This is an optimization exercise on Yosys and OpenROAD, whose aim is small area, a short achievable clock period and few clock cycles per item, not a production implementation.
The RTL was checked by simulation tests, not by an equivalence proof against the original design.

Setup of fjord:
// cvt_pair
module cvt_pair (
    input  wire        clk,
    input  wire        rst,
    input  wire        in_valid,
    output wire        in_ready,
    input  wire [7:0]  in_y0,
    input  wire [7:0]  in_y1,
    input  wire [7:0]  in_cb_a,
    input  wire [7:0]  in_cr_a,
    input  wire [7:0]  in_cb_b,
    input  wire [7:0]  in_cr_b,
    input  wire        in_interp,
    output wire        out_valid,
    output wire [31:0] out_r0,
    output wire [31:0] out_g0,
    output wire [31:0] out_b0,
    output wire [31:0] out_r1,
    output wire [31:0] out_g1,
    output wire [31:0] out_b1,
    output wire [23:0] out_rgb0_u8,    
    output wire [23:0] out_rgb1_u8
);
    assign in_ready = 1'b1;
    wire [8:0] cb_sum = {1'b0, in_cb_a} + {1'b0, in_cb_b} + 9'd1;
    wire [8:0] cr_sum = {1'b0, in_cr_a} + {1'b0, in_cr_b} + 9'd1;
    reg  [7:0] y0_q, y1_q, cb, cr;
    always @(posedge clk) begin
        y0_q <= in_y0;
        y1_q <= in_y1;
        cb   <= in_interp ? cb_sum[8:1] : in_cb_a;
        cr   <= in_interp ? cr_sum[8:1] : in_cr_a;
    end
    wire signed [7:0] d_rv, d_gu, d_gv, d_bu;
    cvt_delta_rv t_rv (.c(cr), .d(d_rv));
    cvt_delta_gu t_gu (.c(cb), .d(d_gu));
    cvt_delta_gv t_gv (.c(cr), .d(d_gv));
  ...
Size: roughly 290 I/O pins, about 68000 µm² of cells after synthesis.
==> flow/config.mk <==
export PLATFORM = sky130hd
export DESIGN_NAME = cvt_pair
export DESIGN_NICKNAME = cvt_pair
export VERILOG_FILES = /design/flow/design.v
export SDC_FILE = /design/flow/constraint.sdc
export NUM_CORES = 4
export LEC_CHECK = 0
export ABC_AREA = 1
export CAP_MARGIN = 20
export CORE_MARGIN = 2
export CORE_UTILIZATION = 60
export CTS_CLUSTER_DIAMETER = 70
export CTS_CLUSTER_SIZE = 30
export PLACE_DENSITY = 0.7
export SLEW_MARGIN = 60
==> flow/constraint.sdc <==
create_clock -name core_clock -period 17.0 [get_ports {clk}]
set_input_delay 3.4000 -clock core_clock [delete_from_list [all_inputs] [get_ports {clk}]]
set_output_delay 3.4000 -clock core_clock [all_outputs]
set_load 0.01 [all_outputs]
standard.sh (not shown) runs the stock make flow with config.mk's settings and CLKGATE_MAP_FILE= SYNTH_SCRIPT=/design/flow/synth_recipe.tcl, a recipe that flattens the netlist after the stock synthesis.
==> flow/flow/run.sh <==
#!/bin/bash
# The standard layout, with the port buffers made from buf_2 cells instead of
# the buffer buffer_ports picks by default (a slow delay cell).
# standard.sh's full output goes to standard.log in this folder.
set -euo pipefail
export BUFFER_PORTS_ARGS="-buffer_cell sky130_fd_sc_hd__buf_2"
bash standard.sh finish > standard.log 2>&1
Testbench counts of fjord, summed over its fixed seeds: cycles 16,056, items 16,000.
diff inputs: fjord => lagoon
- CORE_UTILIZATION changed from 60 to 70
- CTS_CLUSTER_SIZE removed (was 30)
- PLACE_DENSITY changed from 0.7 to 0.8
- CTS_CLUSTER_DIAMETER removed (was 70)
lagoon completed end to end with timing, DRC and antenna clean. In lagoon, the hold slack came out 15 ps below the value in fjord. Compare lagoon and fjord | cell depth of the worst flop-to-flop path lower: lagoon. Comparing fjord against lagoon, there is no change at all in number of hold-repair buffers added at the cts stage. Diff fjord -> lagoon: final cell count now sits lower, critical path depth now sits higher. From fjord to lagoon the numbers moved as follows: number of cell rows went down; sum of routed wire length over all layers went up.
Changes in raven relative to lagoon:
- CAP_MARGIN changed from 20 to 40
- CORE_UTILIZATION changed from 70 to 60
- PLACE_DENSITY changed from 0.8 to 0.7
- SLEW_MARGIN changed from 60 to 80
[summary]
- raven reports its slowest stage cell on the critical path as dfxtp_2 while lagoon reports dfxtp_1.
- Total wire length of raven falls short of that of lagoon by a few percent.
- Compared to lagoon, raven has number of stages on the worst setup path 8 higher.


== run A ==
cvt_pair again, from the RTL that the note above started with.
==> flow/config.mk <==
export PLATFORM = sky130hd
export DESIGN_NAME = cvt_pair
export DESIGN_NICKNAME = cvt_pair
export VERILOG_FILES = /design/flow/design.v
export SDC_FILE = /design/flow/constraint.sdc
export NUM_CORES = 4
export LEC_CHECK = 0
export ABC_AREA = 1
export CAP_MARGIN = 20
export CORE_MARGIN = 2
export CORE_UTILIZATION = 60
export PLACE_DENSITY = 0.7
export SLEW_MARGIN = 60
==> flow/constraint.sdc <==
create_clock -name core_clock -period 17.0 [get_ports {clk}]
set_input_delay 3.4000 -clock core_clock [delete_from_list [all_inputs] [get_ports {clk}]]
set_output_delay 3.4000 -clock core_clock [all_outputs]
set_load 0.01 [all_outputs]
Scripts as last shown in full above: flow/flow/run.sh
Run A completed; timing, DRC and antenna clean
Testbench counts of run A, summed over its fixed seeds: cycles 16,056, items 16,000.
Setup changes, run A to run B
Settings: SLEW_MARGIN now 20, was 60.
[summary]
Relative to run A, final critical-path setup slack has decreased by 0.15 ns in run B.
Summary of run B over run A: clock insertion delay at the later pin of the skew report comparable.

-- static timing again, ports no longer ideal --
The flow's constraints put no driver on any port. The routed layouts listed below were extracted and timed again, unchanged, in two steps. Step 1: set_driving_cell puts a clkbuf_16 on clk and a buf_2 on each other input, an assumption about the parent block. Step 2 times the ports against the registers' clock, not the clock port: input delays grow and output delays shrink by t, the midpoint of the rising clock arrivals with the driver on. a / b / c = no drivers / after step 1 / after step 2; a / b = the first two.
run	shift t [ns]	slack for setup (ns)	worst slew at a driven data input, ns
fjord	0.745	12.305 / 12.233 / 11.937	0.13
lagoon	0.766	12.228 / 12.228 / 11.925	0.04
raven	0.782	12.047 / 12.047 / 11.926	0.12
run A	0.782	12.266 / 12.189 / 11.920	0.13
run B	0.772	12.118 / 12.118 / 11.937	0.13
After both steps every run listed still meets setup and hold. The setup slack of fjord, which loses most, moves by -0.072 ns with the drivers and by -0.368 ns with both steps.
